Context: an optimization exercise on an open-source flow, tuned for small area, a short achievable clock period and few clock cycles per item. The choices shown serve that exercise and are no tape-out recipe. At most, simulation tests tie the RTL to the original design; equivalence was not proved. Power figures rest on the tool's default switching activity, not on a simulated workload.

alpha:
## crsf_cmd
module crsf_cmd (
    input  wire       clk,
    input  wire       rst,         
    input  wire       in_valid,
    input  wire [7:0] in_data,
    output wire       in_ready,
    output wire       out_valid,
    output wire [7:0] out_data,
    input  wire       out_ready
);
Size in the first run: ~150 flip-flops, about 22 I/O pins, about 0.011 mm² of cells after synthesis.
==> flow/config.mk <==
export PLATFORM = sky130hd
export DESIGN_NAME = crsf_cmd
export DESIGN_NICKNAME = crsf_cmd
export VERILOG_FILES = /design/flow/design.v
export SDC_FILE = /design/flow/constraint.sdc
export NUM_CORES = 4
export LEC_CHECK = 0
export CAP_MARGIN = 20
export CORE_MARGIN = 2
export CORE_UTILIZATION = 40
export SLEW_MARGIN = 20
==> flow/constraint.sdc <==
create_clock -name core_clock -period 16.0 [get_ports {clk}]
set_input_delay 3.2000 -clock core_clock [delete_from_list [all_inputs] [get_ports {clk}]]
set_output_delay 3.2000 -clock core_clock [all_outputs]
set_load 0.01 [all_outputs]
standard.sh (not shown) runs the stock make flow with config.mk's settings and CLKGATE_MAP_FILE= SYNTH_SCRIPT=/design/flow/synth_recipe.tcl, a recipe that flattens the netlist after the stock synthesis.
==> flow/flow/run.sh <==
#!/bin/bash
# Standard layout, with timing repair aimed below the clock period and
# plain buffers on the ports.
set -euo pipefail
bash standard.sh SETUP_SLACK_MARGIN=11.7 "BUFFER_PORTS_ARGS=-buffer_cell sky130_fd_sc_hd__buf_4" finish > standard.log 2>&1
alpha has completed all stages; timing, DRC and antenna checks passed.
Testbench counts of alpha, summed over its fixed seeds: cycles 109,743, cmds 4,800.
### alpha -> beta
==> flow/flow/run.sh <==
#!/bin/bash
# Standard layout, with timing repair aimed below the clock period and
# plain buffers on the ports.
set -euo pipefail
bash standard.sh SETUP_SLACK_MARGIN=12 "BUFFER_PORTS_ARGS=-buffer_cell sky130_fd_sc_hd__buf_4" finish > standard.log 2>&1
==> run summary <==
beta ran to completion and came out clean on the timing, DRC and antenna checks.
Re total power: alpha was lower than beta.
beta gives more clock tree cell share of total cell area than alpha did.
beta ended up with a higher utilization of the core after routing than alpha did.
Sequential share of layout area (lower): beta
Here is what was changed in the inputs of gamma compared with beta.
==> flow/flow/run.sh <==
#!/bin/bash
# Standard layout, with timing repair aimed below the clock period and
# plain buffers on the ports.
set -euo pipefail
bash standard.sh SETUP_SLACK_MARGIN=11.8 "BUFFER_PORTS_ARGS=-buffer_cell sky130_fd_sc_hd__buf_4" finish > standard.log 2>&1
==> run summary <==
- Highest achievable clock rate on gamma is up relative to beta.
- Delta (gamma minus beta): maximum vdd drop increased by about 13% relative to the old numbers, clock group share of total power down 0.8 points, number of antenna cells inserted increased by 1 relative to the old numbers.
- Going from beta to gamma, the final period utilization was found to have gone down by 0.34 points.
- Between beta and gamma, the post-CTS clock slew at the launch and capture registers of the worst setup and hold paths does not differ in any meaningful way.
Modified inputs, delta compared to gamma
==> flow/flow/run.sh <==
#!/bin/bash
# Standard layout, with timing repair aimed below the clock period and
# plain buffers on the ports.
set -euo pipefail
bash standard.sh SETUP_SLACK_MARGIN=11.9 "BUFFER_PORTS_ARGS=-buffer_cell sky130_fd_sc_hd__buf_4" finish > standard.log 2>&1
==> run summary <==
Worst hold slack: delta vs gamma, no meaningful difference
Lower worst reg-to-reg path cell count was reported by delta, not gamma.
delta vs gamma: via count normalized by instance count up slightly
Compare gamma and delta | highest attainable clock frequency higher: gamma
The aggregate global-route resource usage of delta exceeds that of gamma by 0.24 points.
As far as HPWL after detailed placement is concerned, gamma and delta perform about the same.
Compared delta against gamma; fraction of the yosys area taken by sequential cells within noise.
Summary of delta over gamma: static leakage moved up, number of cells on the critical path has remained practically unchanged, area of all placed cells without fillers saw an increase.
Taking gamma over delta, the non-clock buffer count ratio works out to 0.940.


nickel:
Another version of the RTL of crsf_cmd (not shown whole).
For scale: about 140 flip-flops, about 22 I/O pins.
// crsf_cmd
module crsf_cmd (
    input  wire       clk,
    input  wire       rst,         
    input  wire       in_valid,
    input  wire [7:0] in_data,
    output wire       in_ready,
    output wire       out_valid,
    output wire [7:0] out_data,
    input  wire       out_ready
);
clock: 16.0 ns
lec_check: 0
cap_margin: 20
core_margin: 2
core_utilization: 40
slew_margin: 20
==> flow/flow/run.sh <==
#!/bin/bash
# Standard layout, with timing repair aimed below the clock period and
# plain buffers on the ports.
set -euo pipefail
bash standard.sh SETUP_SLACK_MARGIN=12.5 "BUFFER_PORTS_ARGS=-buffer_cell sky130_fd_sc_hd__buf_4" finish > standard.log 2>&1
The inputs of sierra differ from those of nickel as listed below.
==> flow/flow/run.sh <==
#!/bin/bash
# Standard layout, with timing repair aimed below the clock period.
set -euo pipefail
bash standard.sh SETUP_SLACK_MARGIN=11.5 finish > standard.log 2>&1
## What came out
Summary of sierra over nickel: clock buffer count in the final layout lost 7, power lost about 7%, cell area lost about 7%, xor/xnor share of the synthesized area neither gained nor lost much. Register-to-register slack in sierra is 20 ps lower than in nickel. Lower non-clock buffer count goes to sierra over nickel. sierra has less setup slack than nickel. On count of H-tree levels built during CTS, nickel and sierra are basically level. Combinational power share | sierra below nickel. For delay contributed by the slowest stage of the critical path, sierra and nickel come out practically identical.
No run of this note included a check of the RTL's function; only the layout flow was run.


v5:
Another version of the RTL of crsf_cmd (not shown whole).
Size in the first run: about 1,300 cells after synthesis, roughly 150 flip-flops, ~22 I/O pins.
==> flow/config.mk <==
export PLATFORM = sky130hd
export DESIGN_NAME = crsf_cmd
export DESIGN_NICKNAME = crsf_cmd
export VERILOG_FILES = /design/flow/design.v
export SDC_FILE = /design/flow/constraint.sdc
export NUM_CORES = 4
export LEC_CHECK = 0
export CAP_MARGIN = 20
export CORE_MARGIN = 2
export CORE_UTILIZATION = 65
export PLACE_DENSITY = 0.75
export SLEW_MARGIN = 20
==> flow/constraint.sdc <==
create_clock -name core_clock -period 16.0 [get_ports {clk}]
set_input_delay 3.2000 -clock core_clock [delete_from_list [all_inputs] [get_ports {clk}]]
set_output_delay 3.2000 -clock core_clock [all_outputs]
set_load 0.01 [all_outputs]
==> flow/flow/run.sh <==
#!/bin/bash
# Standard layout, with timing repair aimed below the clock period and
# plain buffers on the ports.
set -euo pipefail
bash standard.sh SETUP_SLACK_MARGIN=11.8 "BUFFER_PORTS_ARGS=-buffer_cell sky130_fd_sc_hd__buf_4" finish > standard.log 2>&1
Testbench counts of v5, summed over its fixed seeds: cycles 109,743, cmds 4,800.
## Diff of input files: v39 against v5
- putting CTS_CLUSTER_SIZE at 40 where nothing was set
- clearing PLACE_DENSITY, which used to be 0.75
- swapping 65 for 40 in CORE_UTILIZATION
- putting CTS_CLUSTER_DIAMETER at 100 where nothing was set
## What came out
The higher switching part of the total power of v39 and v5 is in v39.
Achievable clock frequency of v5 is on par with v39.
Between v39 and v5, it is v39 whose core utilization is lower, by 28 points.
The proportion of layout cells with a drive suffix above 1 of v39 falls short of that of v5 by 0.33 points.
Re global routing met1 resource utilization: v39 and v5 aren't equal, and the lower value belongs to v39.
The final period utilization of v39 and that of v5 are within noise of each other.
In v39 relative to v5, total chip power had gone up slightly.
Compared to v5, v39 shows a wider setup margin.
The following lists how v46 was set up differently from v39:
- CTS_CLUSTER_DIAMETER removed (was 100)
- CTS_CLUSTER_SIZE removed (was 40)
Results
Diff v46..v39 | count of clock-net buffers in the final layout | negligible
v46 and v39 ended up with nearly the same logic depth of the worst path, buffers included.
As far as fmax goes, v39 and v46 are indistinguishable; the numbers are identical.
The following lists how v59 was set up differently from v46:
==> flow/flow/run.sh <==
#!/bin/bash
# Standard layout, with timing repair aimed below the clock period and
# plain buffers on the ports.
set -euo pipefail
bash standard.sh SETUP_SLACK_MARGIN=12 "BUFFER_PORTS_ARGS=-buffer_cell sky130_fd_sc_hd__buf_4" finish > standard.log 2>&1
Findings:
- v59 was carried through to the last stage, and its layout satisfied the timing, DRC and antenna checks.
- Measured against each other, v59 and v46 differ in worst slack at placement, the higher figure coming from v59.
- Combinational power: v59 vs v46 up 7.0%
- v46 reports its end point of the critical path as out_data[1] while v59 reports res[7]$_DFFE_PP_.
- Routed length on met2, v59 vs v46: up by a few percent
- [v59] met3 layer wire length in the routed design rose 280 um relative to v46
- Routing usage on met3 on v59 is up relative to v46.
- Against v46 as the reference, v59 delivers a higher power.


trial 24:
Another version of the RTL of crsf_cmd (not shown whole).
For scale: about 1,500 cells after synthesis, ~150 flip-flops, roughly 22 I/O pins.
==> flow/config.mk <==
export PLATFORM = sky130hd
export DESIGN_NAME = crsf_cmd
export DESIGN_NICKNAME = crsf_cmd
export VERILOG_FILES = /design/flow/design.v
export SDC_FILE = /design/flow/constraint.sdc
export NUM_CORES = 4
export LEC_CHECK = 0
export CAP_MARGIN = 20
export CORE_MARGIN = 2
export CORE_UTILIZATION = 40
export SLEW_MARGIN = 20
==> flow/constraint.sdc <==
create_clock -name core_clock -period 16.0 [get_ports {clk}]
set_input_delay 3.2000 -clock core_clock [delete_from_list [all_inputs] [get_ports {clk}]]
set_output_delay 3.2000 -clock core_clock [all_outputs]
set_load 0.01 [all_outputs]
==> flow/flow/run.sh <==
#!/bin/bash
# Standard layout, with timing repair aimed below the clock period.
set -euo pipefail
bash standard.sh SETUP_SLACK_MARGIN=11.5 finish > standard.log 2>&1
--- input diff trial 24..build 5 ---
==> flow/run.sh (new file) <==
#!/bin/bash
# synth_recipe.tcl (not shown) runs the flow's synth.tcl, then flattens the netlist and writes it again
# the make line also repeats each setting of config.mk as NAME=value (left out here)
make -C /OpenROAD-flow-scripts/flow DESIGN_CONFIG=/design/flow/config.mk WORK_HOME=/design/flow/orfs CLKGATE_MAP_FILE= SYNTH_SCRIPT=/design/flow/synth_recipe.tcl finish
removed: flow/flow/run.sh
removed: flow/standard.sh
[summary]
- Diff trial 24..build 5 | number of nets with antenna violations after detailed routing | unchanged
- When the final numbers for trial 24 and build 5 were put side by side, the worst setup slack turned out to be smaller in build 5.
- Trial 24 → build 5: synthesis-to-finish area growth has decreased; sequential fraction of design power has decreased; wire length has decreased.
- Taking trial 24 as the reference point, the count of cell instances traversed by the critical path of build 5 rises by 5.
- Build 5 against trial 24; first-pass GRT wire length is down slightly.
- In build 5, the leakage power summed over all cells came out about 3.3% below the value in trial 24.
- Going from trial 24 to build 5, total power grew slightly.
- As far as port buffer count goes, trial 24 and build 5 are indistinguishable; the numbers are identical.
No functional check of the RTL was part of any run of this note.


ember:
Another version of the RTL of crsf_cmd (not shown whole).
For scale: ~1300 cells after synthesis, roughly 150 flip-flops, roughly 22 I/O pins, ~0.012 mm² of cells after synthesis.
export LEC_CHECK = 0
export CAP_MARGIN = 20
export CORE_MARGIN = 2
export CORE_UTILIZATION = 40
export SLEW_MARGIN = 20
create_clock -name core_clock -period 16.0 [get_ports {clk}]
==> flow/flow/run.sh <==
#!/bin/bash
# Standard layout, with timing repair aimed below the clock period.
set -euo pipefail
bash standard.sh SETUP_SLACK_MARGIN=12 finish > standard.log 2>&1
Testbench counts of ember, summed over its fixed seeds: cycles 109,743, cmds 4,800.
diff inputs: ember => indigo
==> flow/flow/run.sh <==
#!/bin/bash
# Standard layout, with timing repair aimed below the clock period and
# plain buffers on the ports.
set -euo pipefail
bash standard.sh SETUP_SLACK_MARGIN=12 "BUFFER_PORTS_ARGS=-buffer_cell sky130_fd_sc_hd__buf_4" finish > standard.log 2>&1
Results
- Summary: with ember as the reference, switching power in indigo moved up by a few percent.
- indigo vs ember: core utilization of the finished layout down in indigo
- Delta(part of the power in combinational logic, indigo - ember) < 0
- indigo against ember: die area level, wire length moved up.
- Of the two candidates, ember has the worse final area and indigo the better one.
- | setup slack of the most critical reg-to-reg path | indigo vs ember | better |
- Routed metal-1 wire length of indigo falls short of that of ember slightly.
- Cell-internal power: indigo < ember
Here is what was changed in the inputs of raven compared with indigo.
# indigo
export LEC_CHECK = 0
export CAP_MARGIN = 20
export CORE_MARGIN = 2
export CORE_UTILIZATION = 40
export SLEW_MARGIN = 20
create_clock -name core_clock -period 16.0 [get_ports {clk}]
# raven
export LEC_CHECK = 0
export ABC_AREA = 1
export CAP_MARGIN = 20
export CORE_MARGIN = 2
export CORE_UTILIZATION = 40
export SLEW_MARGIN = 20
create_clock -name core_clock -period 16.0 [get_ports {clk}]
==> flow/flow/run.sh <==
#!/bin/bash
# Standard layout, with timing repair aimed below the clock period and
# plain buffers on the ports.
set -euo pipefail
bash standard.sh SETUP_SLACK_MARGIN=11.8 "BUFFER_PORTS_ARGS=-buffer_cell sky130_fd_sc_hd__buf_4" finish > standard.log 2>&1
Findings:
- raven has completed all stages; timing, DRC and antenna checks passed.
- Summary of raven over indigo: sequential fraction of total cell area shrank by 0.47 points, relative area change from synthesis to final layout fell by 1.2 points, power consumption went up by 0.00066 W, insertion delay to the later sink of the worst-skew pair roughly the same.
- Setup slack in raven is smaller than in indigo.
- Between indigo and raven, the flow reports number of vias after detailed routing increasing by more than 10%.
- For first-pass GRT wire length, dividing the value from indigo by the value from raven gives 0.937.

port drivers added, routing unchanged:
The results above use ideal ports. As a check the final layouts listed here were re-extracted and re-timed, cells and wires unchanged. Step 1 sets driving cells, clkbuf_16 on the clock port and buf_2 on the other inputs (assumed; they add their load-dependent delay and slew). Step 2 moves the port delays by t, midway between the first and last clock arrival at a register: inputs arrive t later, outputs are due t later. That takes back most of the time a late clock gives input paths. a / b / c = no drivers / after step 1 / after step 2; a / b = the first two.
run	t, ns	slack for setup (ns)	worst setup path after step 2
alpha	0.483	11.849 / 11.802 / 11.453	input to register
beta	0.490	11.802 / 11.755 / 11.725	input to register
gamma	0.476	11.857 / 11.804 / 11.457	input to register
delta	0.479	11.824 / 11.776 / 11.530	input to register
nickel	0.491	11.339 / 11.339 / 11.339	register to register
sierra	0.487	11.317 / 11.317 / 11.178	input to register
v5	0.483	11.840 / 11.795 / 11.507	input to register
v39	0.487	11.846 / 11.796 / 11.439	input to register
v46	0.487	11.846 / 11.796 / 11.439	input to register
v59	0.494	11.825 / 11.782 / 11.555	input to register
trial 24	0.489	11.619 / 11.650 / 11.161	input to register
build 5	0.490	10.855 / 10.855 / 10.855	register to register
ember	0.486	11.827 / 11.778 / 11.625	input to register
indigo	0.489	11.810 / 11.762 / 11.648	input to register
raven	0.478	11.779 / 11.779 / 11.543	input to register
After both steps every run listed still meets setup and hold. For trial 24, which loses most, drivers alone change the setup slack by +0.031 ns; drivers and shift together by -0.458 ns.
